What follows belongs to an exercise in optimizing a design on an open flow for small area; a production flow would make more cautious choices. RTL that was checked went through simulation tests only; none was proved equivalent to the original. For runs 1 and 2, only the layout was checked, not whether the RTL still works. Power and IR drop assume default switching activity.

===== run.sh =====
#!/bin/bash
# synth_recipe.tcl (not shown) runs the flow's synth.tcl, then flattens the netlist and writes it again
# the make line also repeats each setting of config.mk as NAME=value (left out here)
make -C /OpenROAD-flow-scripts/flow DESIGN_CONFIG=/design/flow/config.mk WORK_HOME=/design/flow/orfs CLKGATE_MAP_FILE= SYNTH_SCRIPT=/design/flow/synth_recipe.tcl finish

===== config.mk =====
export PLATFORM = sky130hd
export DESIGN_NAME = f405_sio
export DESIGN_NICKNAME = f405_sio
export VERILOG_FILES = /design/flow/design.v
export SDC_FILE = /design/flow/constraint.sdc
export NUM_CORES = 4
export LEC_CHECK = 0
export ABC_AREA = 1
export CAP_MARGIN = 20
export CORE_MARGIN = 2
export CORE_UTILIZATION = 70
export CTS_BUF_LIST = sky130_fd_sc_hd__clkbuf_8
export CTS_CLUSTER_SIZE = 24
export SLEW_MARGIN = 20

===== constraint.sdc =====
create_clock -name core_clock -period 12.0 [get_ports {clk}]
set_input_delay 2.4000 -clock core_clock [delete_from_list [all_inputs] [get_ports {clk}]]
set_output_delay 2.4000 -clock core_clock [all_outputs]
set_load 0.01 [all_outputs]

===== design.v =====
module f405_sio (
    input  wire        clk,
    input  wire        rst,
    input  wire        cmd_valid,
    output wire        cmd_ready,
    input  wire [39:0] cmd_word,
    output wire        resp_valid,
    output wire [31:0] resp_data,
    output wire [1:0]  resp_err,
    output wire        line_out,
    input  wire        raw_we,
    input  wire [2:0]  raw_ch,
    input  wire [15:0] raw_data,
    input  wire        scan_done,
    input  wire [2:0]  cfg_fail,
    output wire        scan_ack
);
    localparam [7:0] OP_CTEN    = 8'h01;
    localparam [7:0] OP_GOALC   = 8'h02;
    localparam [7:0] OP_GOALMS  = 8'h03;
    localparam [7:0] OP_REACHED = 8'h04;
    localparam [7:0] OP_SLEEP   = 8'h05;
    localparam [7:0] OP_TXINIT  = 8'h08;
    localparam [7:0] OP_TX      = 8'h09;
    localparam [7:0] OP_TXIDX   = 8'h0A;
    localparam [7:0] OP_ACQINIT = 8'h10;
    localparam [7:0] OP_ACQRD   = 8'h11;
    localparam [4:0] S_IDLE  = 5'd0;
    localparam [4:0] S_RESP  = 5'd1;    
    localparam [4:0] S_CTEN  = 5'd2;    
    localparam [4:0] S_ZERO  = 5'd3;    
    localparam [4:0] S_ACQ0  = 5'd4;    
    localparam [4:0] S_ACQI  = 5'd5;    
    localparam [4:0] S_BADCH = 5'd6;    
    localparam [4:0] S_ILL   = 5'd7;    
    localparam [4:0] S_SNAP  = 5'd8;    
    localparam [4:0] S_ADD   = 5'd9;    
    localparam [4:0] S_SHR   = 5'd10;   
    localparam [4:0] S_RD0   = 5'd11;   
    localparam [4:0] S_RDW   = 5'd12;   
    localparam [4:0] S_RDS   = 5'd13;   
    localparam [4:0] S_SLP0  = 5'd14;   
    localparam [4:0] S_SLP1  = 5'd15;   
    localparam [4:0] S_MDI   = 5'd16;   
    localparam [4:0] S_MUL   = 5'd17;   
    localparam [4:0] S_DIV   = 5'd18;   
    localparam [4:0] S_TXS   = 5'd19;   
    localparam [4:0] S_TXH   = 5'd20;   
    localparam [4:0] S_TXL   = 5'd21;   
    localparam [4:0] S_TXG   = 5'd22;   
    reg  [4:0]  st;
    reg         is_ms;       
    reg         is_rch;      
    reg         is_idx;      
    reg  [31:0] cnt;
    reg         cnt_en;
    reg  [31:0] f_hz;
    reg         tv;          
    reg  [53:0] tab;         
    reg  [31:0] H, L;
    reg         cy;
    reg  [16:0] R;           
    reg  [5:0]  mcnt;
    reg  [1:0]  midx;
    reg  [4:0]  bitn;
    reg         line;
    reg         mask;
    reg  [2:0]  c;           
    reg  [4:0]  j;           
    reg  [5:0]  m;           
    reg         armed;
    reg         pend;
    reg         upd_act;
    reg  [2559:0] win;
    reg  [15:0]   rr0, rr1, rr2, rr3, rr4;
    wire [15:0]   wexit = win[2559:2544];
    wire boundary  = (c == 3'd0) & (j == 5'd0);
    wire upd_start = boundary & armed & pend & ~mask;
    wire ins       = upd_start | upd_act;
    assign scan_ack = upd_start;
    always @(posedge clk)
        win <= {win[2543:0], ins ? rr4 : wexit};
    wire       raw_ok = raw_we & (raw_ch < 3'd5);
    reg  [2:0] wstage;
    always @(*) begin
        case ({c, raw_ch})
            {3'd0,3'd0}: wstage = 3'd0; {3'd0,3'd1}: wstage = 3'd4; {3'd0,3'd2}: wstage = 3'd3;
            {3'd0,3'd3}: wstage = 3'd2; {3'd0,3'd4}: wstage = 3'd1;
            {3'd1,3'd0}: wstage = 3'd1; {3'd1,3'd1}: wstage = 3'd0; {3'd1,3'd2}: wstage = 3'd4;
            {3'd1,3'd3}: wstage = 3'd3; {3'd1,3'd4}: wstage = 3'd2;
            {3'd2,3'd0}: wstage = 3'd2; {3'd2,3'd1}: wstage = 3'd1; {3'd2,3'd2}: wstage = 3'd0;
            {3'd2,3'd3}: wstage = 3'd4; {3'd2,3'd4}: wstage = 3'd3;
            {3'd3,3'd0}: wstage = 3'd3; {3'd3,3'd1}: wstage = 3'd2; {3'd3,3'd2}: wstage = 3'd1;
            {3'd3,3'd3}: wstage = 3'd0; {3'd3,3'd4}: wstage = 3'd4;
            {3'd4,3'd0}: wstage = 3'd4; {3'd4,3'd1}: wstage = 3'd3; {3'd4,3'd2}: wstage = 3'd2;
            {3'd4,3'd3}: wstage = 3'd1; {3'd4,3'd4}: wstage = 3'd0;
            default:     wstage = 3'd7;
        endcase
    end
    always @(posedge clk) begin
        rr0 <= (raw_ok && wstage == 3'd0) ? raw_data : rr4;
        rr1 <= (raw_ok && wstage == 3'd1) ? raw_data : rr0;
        rr2 <= (raw_ok && wstage == 3'd2) ? raw_data : rr1;
        rr3 <= (raw_ok && wstage == 3'd3) ? raw_data : rr2;
        rr4 <= (raw_ok && wstage == 3'd4) ? raw_data : rr3;
    end
    wire [4:0]  jm1    = j - 5'd1;
    wire        valid  = m[5] | (jm1 < m[4:0]);
    wire        take   = (c == L[2:0]) & valid;
    reg  [7:0]  kconst;
    always @(*) begin
        case (midx)
            2'd0: kconst = 8'd7;      
            2'd1: kconst = 8'd1;      
            2'd2: kconst = 8'd3;      
            default: kconst = 8'd125;  
        endcase
    end
    wire        kbit   = (mcnt[5:3] == 3'd0) & kconst[mcnt[2:0]];
    wire        mulbit = tv & (is_ms ? L[0] : kbit);
    wire        rd_acc = ((st == S_RDW) & boundary & ~upd_start) |
                         ((st == S_RDS) & ~boundary);
    wire        dec    = (st == S_TXH) | (st == S_TXL) | (st == S_TXG) |
                         ((st == S_SLP1) & cnt_en);
    wire [31:0] B      = ({32{(st == S_MUL) & mulbit}} & f_hz) |
                         ({32{rd_acc & take}} & {16'd0, wexit}) |
                         {32{dec}};
    wire [32:0] sum    = {1'b0, H} + {1'b0, B};
    wire        sa     = H[0] ^ is_rch;
    wire        ss     = sa ^ L[0] ^ cy;
    wire        sc     = (sa & L[0]) | (sa & cy) | (L[0] & cy);
    wire [17:0] dv     = is_ms ? 18'd125 : 18'd78125;
    wire [17:0] rt     = {R, H[31]};
    wire        q      = (rt >= dv);
    wire [17:0] rn     = q ? (rt - dv) : rt;
    reg  [5:0]  dsteps;      
    reg  [5:0]  dshift;      
    always @(*) begin
        if (is_ms) begin
            dsteps = 6'd61; dshift = 6'd63;
        end else begin
            case (midx)
                2'd0: begin dsteps = 6'd57; dshift = 6'd45; end   
                2'd1: begin dsteps = 6'd60; dshift = 6'd48; end   
                2'd2: begin dsteps = 6'd58; dshift = 6'd46; end   
                default: begin dsteps = 6'd59; dshift = 6'd41; end   
            endcase
        end
    end
    wire div_last = (mcnt == dsteps - 6'd1);
    wire        tdone  = (H[31:1] == 31'd0);
    wire        hzero  = tdone & ~H[0];
    wire [4:0]  bitn1  = bitn + 5'd1;
    wire        pb_cur = bitn[4]  ? L[0] : bitn[3]  ? L[2] : L[1];
    wire        pb_nxt = bitn1[4] ? L[0] : bitn1[3] ? L[2] : L[1];
    wire        b_cur  = is_idx ? pb_cur : L[23];
    wire        b_nxt  = is_idx ? pb_nxt : L[22];
    wire [11:0] t1h    = tab[53:42];
    wire [11:0] t0h    = {1'b0, tab[53:43]};
    wire [11:0] th_cur = b_cur ? t1h : t0h;
    wire [11:0] th_nxt = b_nxt ? t1h : t0h;
    wire [11:0] tl_cur = b_cur ? tab[29:18] : tab[41:30];
    wire rv = (st == S_RESP) | (st == S_CTEN) | (st == S_ACQI) |
              (st == S_BADCH) | (st == S_ILL) |
              (((st == S_SLP1) | (st == S_TXG)) & hzero);
    assign resp_valid = rv;
    assign resp_err   = {st == S_BADCH, st == S_ILL};
    assign resp_data  = {H[31:3], (st == S_ACQI) ? cfg_fail : H[2:0]};
    assign cmd_ready  = (st == S_IDLE) & ~upd_act;
    assign line_out   = line;
    wire accept = cmd_valid & cmd_ready;
    wire [7:0]  cop = cmd_word[39:32];
    wire acq_clear = (st == S_ACQI);
    always @(posedge clk) begin
        if (rst) begin
            c       <= 3'd0;
            j       <= 5'd0;
            m       <= 6'd0;
            armed   <= 1'b0;
            pend    <= 1'b0;
            upd_act <= 1'b0;
        end else begin
            c <= (c == 3'd4) ? 3'd0 : c + 3'd1;
            if (upd_start)
                upd_act <= 1'b1;
            else if (c == 3'd4)
                upd_act <= 1'b0;
            if (c == 3'd4 && !upd_act)
                j <= j - 5'd1;
            if (acq_clear)
                m <= 6'd0;
            else if (c == 3'd4 && upd_act && !m[5])
                m <= m + 6'd1;
            if (acq_clear)
                armed <= 1'b1;
            if (scan_done && armed)
                pend <= 1'b1;
            else if (upd_start || acq_clear)
                pend <= 1'b0;
        end
    end
    always @(posedge clk) begin
        if (rst)
            cnt <= 32'd0;
        else if (cnt_en)
            cnt <= cnt + 32'd1;
    end
    always @(posedge clk) begin
        if (rst) begin
            st     <= S_IDLE;
            cnt_en <= 1'b0;
            tv     <= 1'b0;
            line   <= 1'b0;
            mask   <= 1'b0;
        end else begin
            case (st)
                S_IDLE: begin
                    if (accept) begin
                        case (cop)
                            OP_CTEN:    st <= S_ZERO;
                            OP_GOALC:   st <= S_SNAP;
                            OP_GOALMS:  st <= S_MDI;
                            OP_REACHED: st <= S_SNAP;
                            OP_SLEEP:   st <= S_SLP0;
                            OP_TXINIT:  begin st <= S_MDI; tv <= 1'b1; end
                            OP_TX, OP_TXIDX: begin st <= S_TXS; mask <= 1'b1; end
                            OP_ACQINIT: st <= S_ACQ0;
                            OP_ACQRD:   st <= (cmd_word[31:0] < 32'd5) ? S_RD0 : S_BADCH;
                            default:    st <= S_ILL;
                        endcase
                    end
                end
                S_ZERO:  st <= is_ms ? S_CTEN : S_RESP;
                S_CTEN:  begin cnt_en <= 1'b1; st <= S_IDLE; end
                S_ACQ0:  st <= S_ACQI;
                S_RESP, S_ACQI, S_BADCH, S_ILL: st <= S_IDLE;
                S_SNAP:  st <= S_ADD;
                S_ADD:   if (mcnt == 6'd31) st <= is_rch ? S_SHR : S_RESP;
                S_SHR:   if (mcnt == 6'd30) st <= S_RESP;
                S_RD0:   st <= S_RDW;
                S_RDW:   if (boundary && !upd_start) st <= S_RDS;
                S_RDS:   if (boundary) st <= S_SHR;
                S_SLP0:  st <= S_SLP1;
                S_SLP1:  if (hzero) st <= S_IDLE;
                S_MDI:   st <= S_MUL;
                S_MUL:   if (mcnt == 6'd31) st <= S_DIV;
                S_DIV: begin
                    if (div_last) begin
                        if (is_ms)
                            st <= S_SNAP;
                        else if (midx == 2'd3)
                            st <= S_ZERO;
                        else
                            st <= S_MDI;
                    end
                end
                S_TXS: begin line <= 1'b1; st <= S_TXH; end
                S_TXH: if (tdone) begin line <= 1'b0; st <= S_TXL; end
                S_TXL: begin
                    if (tdone) begin
                        if (bitn == 5'd23) begin
                            mask <= 1'b0;
                            st   <= S_TXG;
                        end else begin
                            line <= 1'b1;
                            st   <= S_TXH;
                        end
                    end
                end
                S_TXG: if (hzero) st <= S_IDLE;
                default: st <= S_IDLE;
            endcase
        end
    end
    always @(posedge clk) begin
        if (accept) begin
            is_ms  <= (cop == OP_CTEN) | (cop == OP_GOALMS);
            is_rch <= (cop == OP_REACHED);
            is_idx <= (cop == OP_TXIDX);
        end
        if (accept && cop == OP_TXINIT)
            f_hz <= cmd_word[31:0];
        if (st == S_DIV && !is_ms && mcnt >= dshift)
            tab <= {tab[52:0], q};
        if (accept)
            L <= cmd_word[31:0];
        else if (st == S_MUL || st == S_ADD || st == S_SHR)
            L <= {sum[0], L[31:1]};
        else if (st == S_DIV)
            L <= {L[30:0], q};
        else if (st == S_TXL && tdone && !is_idx)
            L <= {L[30:0], 1'b0};
        if (accept)
            H <= cmd_word[31:0];
        else begin
            case (st)
                S_ZERO, S_ACQ0, S_MDI, S_RD0: H <= 32'd0;
                S_SNAP:       H <= cnt;
                S_MUL, S_SHR: H <= sum[32:1];
                S_ADD:        H <= {ss, sum[31:1]};
                S_DIV:        H <= {H[30:0], L[31]};
                S_RDW, S_RDS: if (rd_acc) H <= sum[31:0];
                S_SLP0:       if (H[31] & (|H[30:0])) H <= 32'd0;
                S_SLP1:       H <= sum[31:0];
                S_TXS:        H <= {20'd0, th_cur & {12{tv}}};
                S_TXH:        H <= tdone ? {20'd0, tl_cur & {12{tv}}} : sum[31:0];
                S_TXL:        H <= tdone ? ((bitn == 5'd23) ? {14'd0, tab[17:0] & {18{tv}}}
                                                            : {20'd0, th_nxt & {12{tv}}})
                                         : sum[31:0];
                S_TXG:        H <= sum[31:0];
                default: ;
            endcase
        end
        if (st == S_SNAP)
            cy <= 1'b0;
        else if (st == S_ADD)
            cy <= sc;
        case (st)
            S_MDI:  begin R <= 17'd0; mcnt <= 6'd0; end
            S_SNAP, S_RD0: mcnt <= 6'd0;
            S_MUL, S_ADD: mcnt <= (mcnt == 6'd31) ? 6'd0 : mcnt + 6'd1;
            S_SHR:  mcnt <= mcnt + 6'd1;
            S_RDS:  mcnt <= is_rch ? 6'd0 : 6'd26;    
            S_DIV:  begin R <= rn[16:0]; mcnt <= mcnt + 6'd1; end
            default: ;
        endcase
        if (st == S_IDLE)
            midx <= 2'd0;
        else if (st == S_DIV && div_last)
            midx <= midx + 2'd1;
        if (accept)
            bitn <= 5'd0;
        else if (st == S_TXL && tdone)
            bitn <= bitn1;
    end
endmodule

==> run notes, run 1 <==
- Dividing the final minimum period by the clock period gives around half.
- Registers take 0.05946 sq mm.
- The global-route congestion overflow total is 0.
- The power density relative to cell area is 234.9 mW/mm^2.
- From synthesis to final layout, the design area changed by 14.47%.
- The total wire length is 142.2 mm.
- The first detailed-routing pass took 5 iterations.
- The count of mapped cells out of synthesis is 5174.
- Post-CTS repair changed the size of 0 cells.
- For this block, the via count after detailed routing is 36654.
- For this run, the top clock speed supported by timing is roughly 170 MHz.
- The total nets after synthesis is 5317.
- The number of I/O port buffers is 104.
- The first global-routing pass estimated 220.8 mm of wire.
- The number of global-route vias before repair was about 38000.
- After routing, the total negative slack on setup checks comes to 0 ns.
- In the layout the commonest cells are 2706 x dfxtp_1, 690 x nand2_1, 497 x clkbuf_8.
- The clock sink count is 2882.
- The max-slew violation count is 0.
- In this run the horizontal extent of the chip is 321.9 um.
- In this run the worst path has a maximum fanout of 1.
- The vertical die dimension is 321.9 um.
- Counting distinct cell types in the post-synthesis netlist gives 52.
- Across every metal layer, demand over resource in global routing totals 28.04%.
- The routability-driven placement congestion ratio is between 0.9 and 1.
- The critical path contains buffers and inverters numbering 2 combined.
- The signal arrival time at the worst endpoint is roughly 3.5 ns.
- The number of levels in the clock H-tree is 5.
- The number of antenna violations at the first check in global routing came to 8.
- In the synthesized netlist the dominant register cell turns out to be dfxtp_1.
- The minimum clock period after layout is 5.932 ns.
- Between clock sinks in the finished design, the worst skew comes to 0.1021 ns.
- Setup violations remaining at the end of the flow were counted as 0.
- After synthesis, the mean cell area works out to 13.68 sq um.
- The hold violation count in the final report came to 0.
- In this run the static leakage power is 34.30 nW.
- The final-stage net count is 5732.
- The run finished with no timing, DRC or antenna violations.
- The setup slack of the worst register-to-register path is 6.96 ns.
- The element type at the critical path end is an output pin.
- The total area of multi-input combinational cells is 0.009487 sq mm.
- The CTS tree is yes.
- Setup repair after global routing left no endpoint under its margin.
- The clock tree root driver cell is clkbuf_8.
- The relative max-transition margin is 25.46%.
- The longest individual stage delay on the worst path is 0.55 ns.
- The startpoint-to-endpoint class of the critical path is in -> out.
- Hold timing on the final database bottoms out at a slack of 0.2599 ns.
- The number of DRC violations after detailed routing is 0.
- The core region is 0.1001 sq mm.
- The layout has roughly 4900 filler cells.
- The number of clock buffers inserted by TritonCTS is 401.
- The number of max-cap violations is 0.
- The min-delay analysis places its worst path in the category reg -> reg.
- In this run, placement finished with an instance count of 6483.
- Dividing the detail-routed wire length by the instance count gives 19.80 um.
- The floorplan step defined a die boundary enclosing 0.1036 sq mm.
- The number of hold buffers added after CTS was 0.
- The most common cell after layout, fill and taps aside is dfxtp_1.
- The initial cell density of the core is 70.65%.
- After synthesis, the share of flip-flops with an asynchronous set or reset is 0%.
- The maximum number of pins on one net before global-route repair is 55.
- The clock passes through at most 4 buffers.
- Row generation in the floorplan step produced 116 rows.
- The sort of element at the start of the critical path is an input port.
- Clock-pin slew was measured on the worst setup and hold paths at 0.07 ns.
- The number of enable-type register cells in the synthesized netlist is 176.
- The Yosys warning count is 1.
- The register area share after synthesis is 84.03%.
- The measured slew at the worst slew-check pin is between 1 and 1.5 ns.
- The ratio of cells with drive above 1 in the final layout is between 10% and 20%.
- The clock insertion delay at the later pin of the skew report is slightly below 1 ns.
- The post-synth design cell area is 0.07076 sq mm.
- Walking the worst path, the cells encountered are clkdlybuf4s50_1 -> nand2_1 -> o21ai_0 -> clkdlybuf4s50_1.
- The cell type of the slowest stage on the worst timing path is clkdlybuf4s50_1.
- The data required time at the worst endpoint is 9.60 ns.
- In this run, synthesis produced a sequential element count of 2882.
- The via density per instance is 5.102.
- After the first detailed-routing iteration, the DRC count stood at 3270.
- The cell seen most often among critical-path stages is clkdlybuf4s50_1.
- The worst-case IR drop observed on VDD is 0.2000 mV.
- Detailed placement ended at an HPWL of 81.85 mm.
- Total power for the finished layout comes to 19.03 mW.
- The number of nets with antenna violations after detailed routing is 0.
- The cell family contributing the most delay on the critical path is buffers and inverters.
- After clock tree synthesis, the setup repair step added 0 buffers.
- The count of non-filler cells in the finished layout is a little over 7000.
- During I/O placement, the number of pins put on the boundary was 105.
cell type report:
cell class / instances / area share (%)
flip-flops and latches: 2882 / 73.40
multi-input cells: 1861 / 11.71
clock buffers: 497 / 8.445
well taps: 1298 / 2.005
inverters: 322 / 1.495
clock inverters: 199 / 1.463
repair buffers: 121 / 1.463
diodes: 4 / 0.01236
layer usage:
layer  wire length [um]  up-vias  track usage, %  part of all wire (%)
li1                   -    17460               -                     -
met1              60660    17440           37.61                    43
met2              66430     1418           44.56                    47
met3              11220      324           7.086                   7.9
met4               3819       12           10.04                   2.7
met5                 76        -               0                 0.053
worst register-to-register path: stages, from the launching register on:
cell	delay, ns
dfxtp_1	0.48
inv_1	0.24
ha_1	0.27
nand2_1	0.08
nor2_1	0.10
nand3_1	0.18
nor2_1	0.22
nand2_1	0.11
nand2_1	0.12
nand3_1	0.60
o211ai_1	0.62
ha_1	0.31
nand3_1	0.09
nand3_1	0.24
nand2_1	0.13
nand2_1	0.18
nand2_1	0.11
nand2_1	0.15
nand2_1	0.23
nand3_1	0.14
nand3_1	0.13
nand4_1	0.10
power by group:
group / internal [mW] / switching (mW) / leakage [nW]
combinational: 0.437 / 0.870 / 6.21
clock: 3.97 / 3.52 / 4.65
sequential: 10.0 / 0.238 / 23.4
path summary, 6_finish.rpt:
kind          startpoint  depth (start not counted)            to
min reg2reg    win[1229]                          0     win[1245]
max reg2reg         c[0]                         21         H[28]
max          cfg_fail[0]                          4  resp_data[0]
min            win[1229]                          0     win[1245]
stage by stage:
stage | utilization, % | cell area, sq um | setup WS, ns
after CTS | 80.85 | 80970 | 6.064
after detailed placement | 72.84 | 72950 | 6.064
after global placement | 72.82 | 72930 | 6.038
final | 80.88 | 81000 | 6.068
after floorplan | - | 70760 | 7.026
after global routing | 80.87 | 80990 | 6.003
registers in the layout (all words and copies together) (netlist names), 6 cells and up:
signal	flops
R	17
L	32
win	2560
rr2	16
tab	54
rr1	16
m	6
H	32
rr4	16
cnt	32
rr3	16
mcnt	6
f_hz	32
rr0	16
cells by family after synthesis:
logic type | synth area share [%]
compound gates | 3.372
xor+xnor | 0.4580
fa+ha+maj | 1.365
buf+inv | 2.592
flops | 84.03
mux | 0.3537
simple gates | 7.830
cells in the mapped netlist (34+ instances only):
| cell type | instances | area share, % |
|---|---|---|
| nor3_1 | 45 | 0.32 |
| edfxtp_1 | 176 | 7.5 |
| o21ai_0 | 158 | 1.1 |
| buf_4 | 34 | 0.36 |
| ha_1 | 74 | 1.3 |
| nand2_1 | 690 | 3.7 |
| nand3_1 | 183 | 1.3 |
| dfxtp_1 | 2706 | 77 |
| inv_1 | 307 | 1.6 |
| nand4_1 | 64 | 0.57 |
| clkbuf_1 | 37 | 0.20 |
| nor2_1 | 239 | 1.3 |
| a21oi_1 | 120 | 0.85 |
| o21ai_1 | 75 | 0.53 |
==> run 2: changes to the inputs <==
==> flow/run.sh (new file) <==
#!/bin/bash
# Standard layout with a leaner clock tree: no dummy loads, larger sink clusters.
set -euo pipefail
export CTS_ARGS="-sink_clustering_enable -repair_clock_nets -dont_use_dummy_load -buf_list sky130_fd_sc_hd__clkbuf_8 -sink_clustering_size 16 -sink_clustering_max_diameter 60"
bash standard.sh > standard_make.log 2>&1
==> standard.sh (new file) <==
#!/bin/bash
# synth_recipe.tcl (not shown) runs the flow's synth.tcl, then flattens the netlist and writes it again
# the make line also repeats each setting of config.mk as NAME=value (left out here)
make -C /OpenROAD-flow-scripts/flow DESIGN_CONFIG=/design/flow/config.mk WORK_HOME=/design/flow/orfs CLKGATE_MAP_FILE= SYNTH_SCRIPT=/design/flow/synth_recipe.tcl "${@:-finish}"
--- a/config.mk
+++ b/config.mk
@@ -10,5 +10,3 @@
 export CORE_MARGIN = 2
 export CORE_UTILIZATION = 70
-export CTS_BUF_LIST = sky130_fd_sc_hd__clkbuf_8
-export CTS_CLUSTER_SIZE = 24
 export SLEW_MARGIN = 20
removed: run.sh
==> run notes, run 2 <==
- The width of the die is 321.9 um (unchanged).
- By area the synthesized netlist is led by dfxtp_1 77%, edfxtp_1 7.5%, nand2_1 3.7%, inv_1 1.6%, ha_1 1.3%.
- The buffer count from post-CTS setup fixing is 0 (unchanged).
- The measured slew at the worst slew-check pin is 1.085 ns (-0.03138 ns).
- The tightest min-delay check is of the reg -> reg type.
- The number of I/O port buffers is 104 (unchanged).
- The library cell with the highest instance count after synthesis is dfxtp_1.
- The clock insertion delay at the later pin of the skew report came to 0.90 ns (-0.09 ns).
- The minimum clock period after layout came to 5.933 ns (+0.001330 ns).
- The synthesized area per cell came to 13.68 sq um (unchanged).
- The detailed-router iteration count before antenna repair is 8 (+3).
- The largest registers in the layout are win x2560, tab x54.
- The vias after detailed routing is 34300 (-6.4%).
- The routability-driven placement congestion ratio came to 0.9324 (unchanged).
- The most common cell after layout, fill and taps aside is dfxtp_1.
- The number of cell instances on the worst register-to-register path came to 23 (+9.5%).
- The via density per instance came to 5.122 (+0.40%).
- The setup total negative slack is 0 ns (unchanged).
- The post-synth design cell area came to 0.07076 sq mm (unchanged).
- The I/O pin total is 105 (unchanged).
- The post-DP HPWL was 81.85 mm (unchanged).
- The first-pass GRT wire length came to 195.4 mm (-11%).
- The number of clock buffers inserted by TritonCTS is 206 (-49%).
- The number of cells on the worst hold path is 0 (unchanged).
- The clock tree root driver cell is clkbuf_8.
- The number of levels in the clock H-tree came to 4 (-1).
- The maximum buffer depth of the clock tree is 3 (-1).
- The share of Yosys cell area claimed by the top area cell type is 76.56% (unchanged).
- The area inside the core boundary is 0.1001 sq mm (unchanged).
- The max-slew violation count is 0 (unchanged).
- The number of DRC violations after detailed routing is 0 (unchanged).
- The Yosys warning count is 1 (unchanged).
- The cell accounting for the most synthesized area is dfxtp_1.
- The worst setup path is of the in -> out kind.
- STA classifies the critical path startpoint as an input port.
- The count of non-filler cells in the finished layout is 6696 (-6.8%).
- The global-route congestion overflow total was 0 (unchanged).
- The final-stage net count is 5537 (-3.4%).
- The initial cell density of the core is 70.65% (unchanged).
- The post-cts sizing count was 0 (unchanged).
- The element type at the critical path end is an output pin.
- The number of setup violations in the final report is 0 (unchanged).
- The count of mapped cells out of synthesis came to 5174 (unchanged).
- The maximum operating frequency is 168.5 MHz (about the same).
- The leakage power total is 31.13 nW (-9.2%).
- Counting instances in the post-synthesis netlist gives the leading cell types as 2706 x dfxtp_1, 690 x nand2_1, 307 x inv_1, 239 x nor2_1, 183 x nand3_1.
- The number of enable-type register cells in the synthesized netlist is 176 (unchanged).
- The cts-stage hold buffer count was 0 (unchanged).
- The number of global-route vias before repair is 34323 (-11%).
- The highest fanout seen on the critical path is 1 (unchanged).
- The top cell types in the final layout, fill and taps aside, are 2706 x dfxtp_1, 690 x nand2_1, 306 x inv_1.
- The number of placed cells counting well taps is 6483 (unchanged).
- The worst voltage drop across the vdd grid is 0.1615 mV (-19%).
- The layout filler cell count was 5817 (+20%).
- The ratio of cells with drive above 1 in the final layout came to 5.156% (-5.7 points).
- Setup repair after global routing left no endpoint under its margin.
- The fraction of synthesis flops using an asynchronous set or reset pin is 0% (unchanged).
- The die area came to 0.1036 sq mm (unchanged).
- The run finished with no timing, DRC or antenna violations.
- The layout-stage area growth over the synthesis result is 7.146%.
- The data required time at the worst endpoint is 9.60 ns (about the same).
- The flip-flop and latch count after synthesis was 2882 (unchanged).
- The standard-cell row count is 116 (unchanged).
- The CTS tree is yes.
- The power density relative to cell area is 206.6 mW/mm^2 (-12%).
- Ranked by flip-flop count, first place goes to win.
- The flip-flop count of the largest register, all copies and words added came to 2560 (unchanged).
- The total nets after synthesis is 5317 (unchanged).
- The wire length per cell is 18.75 um (-5.3%).
- The count of unique library cells instantiated by Yosys was 52 (unchanged).
- The register area share after synthesis is 84.03% (unchanged).
- The setup clock skew after layout came to 0.1132 ns (+0.01111 ns).
- The relative max-transition margin is 27.56% (+2.1 points).
- The number of antenna violations at the first check in global routing was 9 (+1).
- The signal arrival time at the worst endpoint is 3.53 ns (about the same).
- The global routing usage summed across all routing layers is 24.75% (-3.3 points).
- The initial detailed-routing violation count was 3065 (-6.3%).
- The clock sink count is 2882 (unchanged).
- The number of nets with antenna violations after detailed routing is 0 (unchanged).
- The number of max-cap violations was 0 (unchanged).
- The hold violation count in the final report came to 0 (unchanged).
- The commonest register cell after synthesis is dfxtp_1.
- The maximum number of pins on one net before global-route repair is 55 (unchanged).
- The share of the cycle needed by the critical path after routing was 49.45% (about the same).
- The total wire length is 125.6 mm (-12%).
- The register clock-pin slew on the reported worst setup and hold paths is 0.09 ns (+0.02 ns).
- The vertical die dimension came to 321.9 um (unchanged).
## run 2: final cells by class
type	instances	area, sq um	share of cell area (%)
diodes	6	15.01	0.01980
clock buffers	206	2835	3.740
inverters	322	1211	1.598
multi-input cells	1861	9487	12.51
flip-flops and latches	2882	59460	78.42
well taps	1298	1624	2.142
repair buffers	121	1185	1.563
## run 2: path summary, 6_finish.rpt
path | start | endpoint | slack [ns]
max | cfg_fail[2] | resp_data[2] | 6.07
min | win[673] | win[689] | 0.28
max reg2reg | j[0] | H[9] | 7.11
min reg2reg | win[673] | win[689] | 0.28
## run 2: through the flow
step	area, sq um	power [mW]	setup WS, ns	hold WS [ns]	util (%)
floorplan	70760	11.16	7.026	0.3096	-
global placement	72930	11.62	6.038	0.3097	72.82
detailed placement	72950	11.66	6.064	0.3121	72.84
CTS	75780	15.74	6.052	0.2761	75.67
global route	75800	16.26	6.003	0.2892	75.69
finish	75810	15.67	6.067	0.2760	75.70
## run 2: critical path, stage by stage
cell             delay [ns]
clkdlybuf4s50_1        0.47
nand2_1                0.05
nand2_1                0.08
clkdlybuf4s50_1        0.53
## run 2: cell families after synthesis
group	count (synthesis)	synth area share, %
mux	25	0.3537
xor+xnor	37	0.4580
fa+ha+maj	76	1.365
simple gates	1286	7.830
buf+inv	431	2.592
compound gates	437	3.372
flops	2882	84.03
## run 2: power by group
part,switching (mW),internal (mW)
combinational,0.834,0.437
clock,2.65,1.53
sequential,0.229,9.98
## run 2: routing by layer
layer  GRT usage (%)  routed length, um  vias to the layer above  share of wire [%]
met5               0                 69                        -              0.055
met4           7.394               2919                       10                2.3
met3           6.074               9646                      229                7.7
met2           37.39              54880                     1084                 44
met1           35.71              58030                    16205                 46
li1                -                  -                    16772                  -
==> run 3: changes to the inputs <==
--- a/design.v
+++ b/design.v
@@ -156,9 +156,17 @@
     wire        b_cur  = is_idx ? pb_cur : L[23];
     wire        b_nxt  = is_idx ? pb_nxt : L[22];
+    wire        lastb  = (bitn == 5'd23);
+    wire        bsel   = (st == S_TXL) ? b_nxt : b_cur;
     wire [11:0] t1h    = tab[53:42];
     wire [11:0] t0h    = {1'b0, tab[53:43]};
-    wire [11:0] th_cur = b_cur ? t1h : t0h;
-    wire [11:0] th_nxt = b_nxt ? t1h : t0h;
-    wire [11:0] tl_cur = b_cur ? tab[29:18] : tab[41:30];
+    wire [11:0] thv    = bsel ? t1h : t0h;
+    wire [11:0] tlv    = bsel ? tab[29:18] : tab[41:30];
+    wire        h_fr   = (st == S_TXS) | (st == S_TXH) | (st == S_TXL);
+    wire        h_ld   = (st == S_ZERO) | (st == S_ACQ0) | (st == S_MDI) | (st == S_RD0) |
+                         ((st == S_SLP0) & H[31] & (|H[30:0])) |
+                         (st == S_TXS) | (((st == S_TXH) | (st == S_TXL)) & tdone);
+    wire        h_shr  = (st == S_MUL) | (st == S_SHR) | (st == S_ADD);
+    wire [17:0] tsel   = {18{tv & h_fr}} & ((st == S_TXH) ? {6'd0, tlv} :
+                                     ((st == S_TXL) & lastb) ? tab[17:0] : {6'd0, thv});
     wire rv = (st == S_RESP) | (st == S_CTEN) | (st == S_ACQI) |
               (st == S_BADCH) | (st == S_ILL) |
@@ -259,5 +267,5 @@
                 S_TXL: begin
                     if (tdone) begin
-                        if (bitn == 5'd23) begin
+                        if (lastb) begin
                             mask <= 1'b0;
                             st   <= S_TXG;
@@ -293,23 +301,14 @@
         if (accept)
             H <= cmd_word[31:0];
-        else begin
-            case (st)
-                S_ZERO, S_ACQ0, S_MDI, S_RD0: H <= 32'd0;
-                S_SNAP:       H <= cnt;
-                S_MUL, S_SHR: H <= sum[32:1];
-                S_ADD:        H <= {ss, sum[31:1]};
-                S_DIV:        H <= {H[30:0], L[31]};
-                S_RDW, S_RDS: if (rd_acc) H <= sum[31:0];
-                S_SLP0:       if (H[31] & (|H[30:0])) H <= 32'd0;
-                S_SLP1:       H <= sum[31:0];
-                S_TXS:        H <= {20'd0, th_cur & {12{tv}}};
-                S_TXH:        H <= tdone ? {20'd0, tl_cur & {12{tv}}} : sum[31:0];
-                S_TXL:        H <= tdone ? ((bitn == 5'd23) ? {14'd0, tab[17:0] & {18{tv}}}
-                                                            : {20'd0, th_nxt & {12{tv}}})
-                                         : sum[31:0];
-                S_TXG:        H <= sum[31:0];
-                default: ;
-            endcase
-        end
+        else if (h_ld)
+            H <= {14'd0, tsel};
+        else if (st == S_SNAP)
+            H <= cnt;
+        else if (h_shr)
+            H <= {sum[32] | ((st == S_ADD) & ss), sum[31:1]};
+        else if (st == S_DIV)
+            H <= {H[30:0], L[31]};
+        else
+            H <= sum[31:0];
         if (st == S_SNAP)
             cy <= 1'b0;
==> flow/run.sh (replaced) <==
#!/bin/bash
# The standard layout, with a leaner clock tree: no dummy loads and
# sink clusters of up to 16 flip-flops per clkbuf_8 leaf buffer.
set -euo pipefail
export CTS_ARGS="-sink_clustering_enable -repair_clock_nets -dont_use_dummy_load -buf_list sky130_fd_sc_hd__clkbuf_8 -sink_clustering_size 16 -sink_clustering_max_diameter 60"
bash standard.sh > standard_make.log 2>&1
==> run notes, run 3 <==
- The element type at the critical path end is an output pin.
- The number of enable-type register cells in the synthesized netlist is 144 (-18%).
- The hold violation count in the final report is 0 (unchanged).
- The ratio of cells with drive above 1 in the final layout came to 5.143% (-0.013 points).
- The routing layer with the top usage in global route is met2.
- The count of non-filler cells in the finished layout is 6671 (-0.37%).
- The synthesized area per cell came to 13.60 sq um (-0.52%).
- The total area of multi-input combinational cells came to 0.009310 sq mm (-1.9%).
- The flip-flop and latch count after synthesis was 2882 (unchanged).
- The relative max-transition margin is 28.81% (+1.2 points).
- The via density per instance is 5.031 (-1.8%).
- The count of unique library cells instantiated by Yosys is 55 (+5.8%).
- The number of I/O port buffers is 104 (unchanged).
- The leakage power total is 30.70 nW (-1.4%).
- The register clock-pin slew on the reported worst setup and hold paths is 0.09 ns (about the same).
- The clock sink count is 2882 (unchanged).
- TritonCTS built the clock tree.
- The worst setup path is of the in -> out kind.
- The cell accounting for the most synthesized area is dfxtp_1.
- The number of DRC violations after detailed routing is 0 (unchanged).
- The global routing usage summed across all routing layers is 23.70% (-1.1 points).
- The post-cts sizing count is 0 (unchanged).
- Walking the worst path, the cells encountered are clkdlybuf4s50_1 -> nand2_1 -> o21ai_0 -> clkdlybuf4s50_1.
- The switching share of power is 23.50% (-0.20 points).
- The signal arrival time at the worst endpoint was 3.56 ns (+0.03 ns).
- The cell seen most often among critical-path stages is clkdlybuf4s50_1.
- The register area share after synthesis is 84.26% (+0.23 points).
- The total nets after synthesis is 5296 (-0.39%).
- The power density relative to cell area is 206.5 mW/mm^2 (about the same).
- The data required time at the worst endpoint was 9.60 ns (about the same).
- The wire length per cell was 18.10 um (-3.5%).
- The worst setup path is launched from an input port.
- By area the synthesized netlist is led by dfxtp_1 78%, edfxtp_1 6.2%, nand2_1 3.9%, inv_1 1.5%, ha_1 1.2%.
- The sequential share of power was 65.4% (+0.2 points).
- The most used flip-flop cell after synthesis is dfxtp_1.
- The portion of total power attributed to the clock network is 26.6% (about the same).
- In this run the clock root is driven by a clkbuf_8.
- The internal power of the cells is 11.88 mW (-0.61%).
- The standard-cell row count was 116 (unchanged).
- The slack of the critical path is 6.041 ns (-0.02570 ns).
- The layout-stage area growth over the synthesis result is 7.165% (about the same).
- The combinational group share of total power was 8.0% (about the same).
- The vias after detailed routing came to 33563 (-2.1%).
- The cts-stage hold buffer count was 0 (unchanged).
- The minimum setup slack after placement is 6.042 ns (-0.02131 ns).
- The setup clock skew after layout is 0.08864 ns (-0.02457 ns).
- The setup total negative slack was 0 ns (unchanged).
- The detailed-router iteration count before antenna repair is 6 (-2).
- The worst voltage drop across the vdd grid was 0.1787 mV (+11%).
- Setup repair after global routing left no endpoint under its margin.
- The reported net switching power was 3.650 mW (-1.7%).
- The width of the die is 320.7 um (-0.40%).
- The post-DP HPWL came to 79.04 mm (-3.4%).
- The area of all sequential standard cells is 0.05914 sq mm (-0.54%).
- In this run the worst hold path is classified as reg -> reg.
- The Yosys warning count is 1 (unchanged).
- The minimum clock period after layout came to 5.959 ns (+0.02570 ns).
- The I/O pin total is 105 (unchanged).
- The measured slew at the worst slew-check pin is 1.065 ns (-0.02011 ns).
- The area inside the core boundary was 0.09971 sq mm (-0.43%).
- The total power after layout is 15.53 mW (-0.87%).
- The slowest stage of the critical path belongs to the cell clkdlybuf4s50_1.
- The die area is 0.1028 sq mm (-0.80%).
- The share of Yosys cell area claimed by the top area cell type is 78.09% (+1.5 points).
- The total wire length is 120.8 mm (-3.8%).
- The max-slew violation count is 0 (unchanged).
- Leaving out fill and tap cells, the most frequent cell in the layout is dfxtp_1.
- The library cell with the highest instance count after synthesis is dfxtp_1.
- The share of the cycle needed by the critical path after routing came to 49.66% (+0.21 points).
- The post-synth design cell area is 0.07019 sq mm (-0.81%).
- The highest fanout seen on the critical path is 1 (unchanged).
- The longest individual stage delay on the worst path was 0.56 ns (+0.03 ns).
- The initial cell density of the core is 70.39% (-0.26 points).
- The number of max-cap violations is 0 (unchanged).
- The clock insertion delay at the later pin of the skew report is 0.87 ns (-0.03 ns).
- Ranked by flip-flop count, first place goes to win.
- The met2 routing resource usage after global routing is 35.72% (-1.7 points).
- The number of clock buffers inserted by TritonCTS is 202 (-1.9%).
- The initial detailed-routing violation count is 2583 (-16%).
- The number of nets with antenna violations after detailed routing is 0 (unchanged).
- The number of antenna violations at the first check in global routing is 11 (+2).
- The number of levels in the clock H-tree came to 4 (unchanged).
- The fraction of synthesis flops using an asynchronous set or reset pin is 0% (unchanged).
- The number of global-route vias before repair is 33583 (-2.2%).
- The vertical die dimension is 320.7 um (-0.40%).
- The final-stage net count came to 5506 (-0.56%).
- The layout filler cell count is 5752 (-1.1%).
- The top cell types in the final layout, fill and taps aside, are 2738 x dfxtp_1, 729 x nand2_1, 283 x inv_1.
- The met3 routing resource usage after global routing is 6.302% (+0.23 points).
- The number of placed cells counting well taps is 6461 (-0.34%).
- The maximum buffer depth of the clock tree is 3 (unchanged).
- The run finished with no timing, DRC or antenna violations.
- The number of setup violations in the final report came to 0 (unchanged).
- The maximum number of pins on one net before global-route repair is 69 (+25%).
- The count of mapped cells out of synthesis was 5159 (-0.29%).
- The global-route congestion overflow total is 0 (unchanged).
- The largest registers in the layout are win x2560, tab x54.
- Ranked by instance count, the synthesized netlist is headed by 2738 x dfxtp_1, 731 x nand2_1, 285 x inv_1, 203 x nor2_1, 167 x nand3_1.
- The flip-flop count of the largest register, all copies and words added was 2560 (unchanged).
- The maximum operating frequency was 167.8 MHz (-0.43%).
- The met1 usage is 33.90% (-1.8 points).
- The first-pass GRT wire length was 186.4 mm (-4.6%).
- The buffer count from post-CTS setup fixing was 0 (unchanged).
- The routability-driven placement congestion ratio is 0.9219 (-1.1%).
[run 3: power by group through the flow]
stage	sequential (mW)	combinational (mW)	clock, mW
6_report	10.2	1.24	4.13
2_1_floorplan	10.2	0.864	0
3_5_place_dp	10.4	1.21	0
3_3_place_gp	10.4	1.18	0
5_1_grt	10.2	1.38	4.59
4_1_cts	10.2	1.23	4.24
[run 3: cell type report]
type                    instances  share of cell area, %
diodes                          6                0.01996
inverters                     311                  1.554
clock buffers                 202                  3.696
well taps                    1298                  2.159
flip-flops and latches       2882                  78.62
repair buffers                118                  1.570
multi-input cells            1854                  12.38
[run 3: kinds of logic after synthesis]
kind of cell	synth area share, %
xor gates and xnor gates	0.3494
adders and majority gates	1.269
muxes	0.3583
buffers and inverters	2.522
DFF	84.26
and+or+nand+nor	7.578
AOI/OAI and AO/OA	3.667
[run 3: worst max-delay path, delay by kind of cell]
family	cells	cell delay [ns]
buffers and inverters	2	1.01
AO/OA/AOI/OAI	1	0.10
AND/OR/NAND/NOR	1	0.04
[run 3: per-layer routing]
metal  vias to the layer above  share of wire (%)  wire (um)
met5                         -              0.051         61
met4                        10                2.3       2762
met3                       218                7.5       9044
met2                       862                 44      52840
met1                     15793                 46      56050
li1                      16680                  -          -
[run 3: worst paths after layout]
| path | startpoint | to | slack (ns) | depth (start not counted) |
|---|---|---|---|---|
| worst max register to register | j[0] | H[11] | 7.06 | 29 |
| worst min-delay path | win[415] | win[431] | 0.28 | 0 |
| worst max-delay path | cfg_fail[0] | resp_data[0] | 6.04 | 4 |
| worst min register to register | win[415] | win[431] | 0.28 | 0 |
[run 3: metrics by stage]
step	hold slack [ns]	util (%)	cell area, sq um
finish	0.2833	75.43	75220
global route	0.2753	75.42	75210
CTS	0.2690	75.37	75150
detailed placement	0.3121	72.58	72370
global placement	0.3096	72.57	72360
floorplan	0.3096	-	70190
==> run 4: changes to the inputs <==
==> flow/run.sh (replaced) <==
#!/bin/bash
# The standard layout, with a leaner clock tree: no dummy loads and
# sink clusters of up to 16 flip-flops per clkbuf_8 leaf buffer.
set -euo pipefail
export CTS_ARGS="-sink_clustering_enable -repair_clock_nets -dont_use_dummy_load -buf_list sky130_fd_sc_hd__clkbuf_8 -sink_clustering_size 18 -sink_clustering_max_diameter 50"
bash standard.sh > standard_make.log 2>&1
--- a/config.mk
+++ b/config.mk
@@ -9,4 +9,5 @@
 export CAP_MARGIN = 20
 export CORE_MARGIN = 2
-export CORE_UTILIZATION = 70
+export CORE_UTILIZATION = 85
+export PLACE_DENSITY = 0.9
 export SLEW_MARGIN = 20
==> run notes, run 4 <==
- The flow stopped in global routing (5_1_grt).
- The instance area after placement is 0.07206 sq mm (-0.43%).
- The synthesized area per cell is 13.60 sq um (unchanged).
- Global routing consumed, over all layers together, around 61% of the routing resources.
- The routability-driven placement congestion ratio came to 0.8899 (-3.5%).
- The clock tree root driver cell is clkbuf_8.
- The width of the die is 291.4 um (-9.1%).
- The number of enable-type register cells in the synthesized netlist is 144 (unchanged).
- The count of mapped cells out of synthesis is 5159 (unchanged).
- The share of the synthesized area in compound gates (AO/OA/AOI/OAI) is 3.667% (unchanged).
- The number of global-route vias before repair is 50881.
- The number of levels in the clock H-tree is 4 (unchanged).
- The mux contribution to synthesized area is 0.3583% (unchanged).
- The number of clock buffers inserted by TritonCTS is 181 (-10%).
- The post-synthesis share of cell area spent on xor and xnor gates is 0.3494% (unchanged).
- The buffer count from post-CTS setup fixing is 0 (unchanged).
- The fraction of synthesis flops using an asynchronous set or reset pin was 0% (unchanged).
- The number of placed cells counting well taps came to 6232 (-3.5%).
- The tool reported: "[ERROR GRT-0116] Global routing finished with congestion. Check the congestion regions in the DRC Viewer".
- dfxtp_1 takes more of the synthesized area than any other cell.
- Sorting the synthesized cells by how often they occur yields 2738 x dfxtp_1, 731 x nand2_1, 285 x inv_1, 203 x nor2_1, 167 x nand3_1.
- The cts-stage hold buffer count was 0 (unchanged).
- The flip-flop and latch count after synthesis came to 2882 (unchanged).
- After synthesis, the largest family of logic cells by area is simple AND/OR/NAND/NOR gates.
- The post-synth design cell area is 0.07019 sq mm (unchanged).
- The number of I/O port buffers is 104 (unchanged).
- The maximum buffer depth of the clock tree is 3 (unchanged).
- The register area share after synthesis was 84.26% (unchanged).
- Yosys attributes the largest share of cell area to dfxtp_1 78%, edfxtp_1 6.2%, nand2_1 3.9%, inv_1 1.5%, ha_1 1.2%.
- The commonest register cell after synthesis is dfxtp_1.
- The vertical die dimension is 291.4 um (-9.1%).
- The maximum number of pins on one net before global-route repair is between 60 and 70.
- The count of unique library cells instantiated by Yosys is 55 (unchanged).
- The initial cell density of the core is 85.62% (+15 points).
- The standard-cell row count is 105 (-9.5%).
- The I/O pin total came to 105 (unchanged).
- The flow did not finish.
- The first global-routing pass estimated between 300 and 400 mm of wire.
- The total overflow left after global routing is 568.
- The Yosys warning count came to 1 (unchanged).
- The library cell with the highest instance count after synthesis is dfxtp_1.
- The share of synthesized cell area in full adder, half adder and majority cells is 1.269% (unchanged).
- The clock sink count is 2882 (unchanged).
- The total nets after synthesis is 5296 (unchanged).
- The post-DP HPWL is 132.1 mm (+67%).
- The simple-gate share of the synthesized area is 7.578% (unchanged).
- The post-cts sizing count is 0 (unchanged).
- The share of Yosys cell area claimed by the top area cell type is 78.09% (unchanged).
run 4: cell counts after synthesis:
Identical to the previous run, type by type.
run 4: metal layers:
metal	GRT usage [%]	GRT overflow
met4	54.79	218
met5	23.37	1
met3	46.25	5
met2	80.17	334
met1	60.86	10
run 4: worst max path at each step:
stage           startpoint      endpoint  slack, ns  cells past startpoint
2_1_floorplan  cfg_fail[2]  resp_data[2]       6.92                      1
3_3_place_gp   cfg_fail[0]  resp_data[0]       6.00                      4
3_5_place_dp     raw_ch[0]       rr0[10]       5.52                     11
4_1_cts               j[0]         H[10]       5.72                     23
run 4: kinds of logic after synthesis:
logic type | count (synthesis)
flip-flops | 2882
XOR/XNOR | 28
AND/OR/NAND/NOR | 1254
buffers and inverters | 423
AO/OA/AOI/OAI | 477
adder cells (fa/ha/maj) | 70
multiplexers | 25
run 4: power groups by stage:
stage | registers (mW) | logic (mW) | clock network, mW
3_3_place_gp | 10.4 | 1.17 | 0
3_5_place_dp | 10.4 | 1.43 | 0
4_1_cts | 10.2 | 1.60 | 4.17
2_1_floorplan | 10.2 | 0.864 | 0
run 4: per-stage QoR:
step / worst slack (ns) / utilization, %
2_1_floorplan: 6.925 / -
3_3_place_gp: 6.003 / 87.91
3_5_place_dp: 5.522 / 87.91
4_1_cts: 5.721 / 90.94

[what the ideal ports hide]
In the flow no input, the clock included, has a driving cell. The finished layouts below were timed again as built, in two steps.
Step 1 sets driving cells, clkbuf_16 on the clock port and buf_2 on the other inputs (assumed; they add their load-dependent delay and slew).
Step 2 adds t to the input delays and takes it off the output delays; t is the mean of the earliest and latest rising clock arrival at the registers after step 1. Input paths then give back, and output paths get back, about the clock's delay inside the block.
a / b / c = no drivers / after step 1 / after step 2; a / b = the first two.
run | shift t [ns] | setup WS [ns] | pins driven straight from the clock port
run 1 | 1.011 | 6.068 / 6.034 / 6.034 | 1
run 2 | 0.907 | 6.067 / 6.022 / 6.022 | 1
run 3 | 0.898 | 6.041 / 6.013 / 6.013 | 1
After both steps setup and hold are still met in every run listed. The setup slack of run 2, which loses most, moves by -0.045 ns with the drivers and by -0.045 ns with both steps.
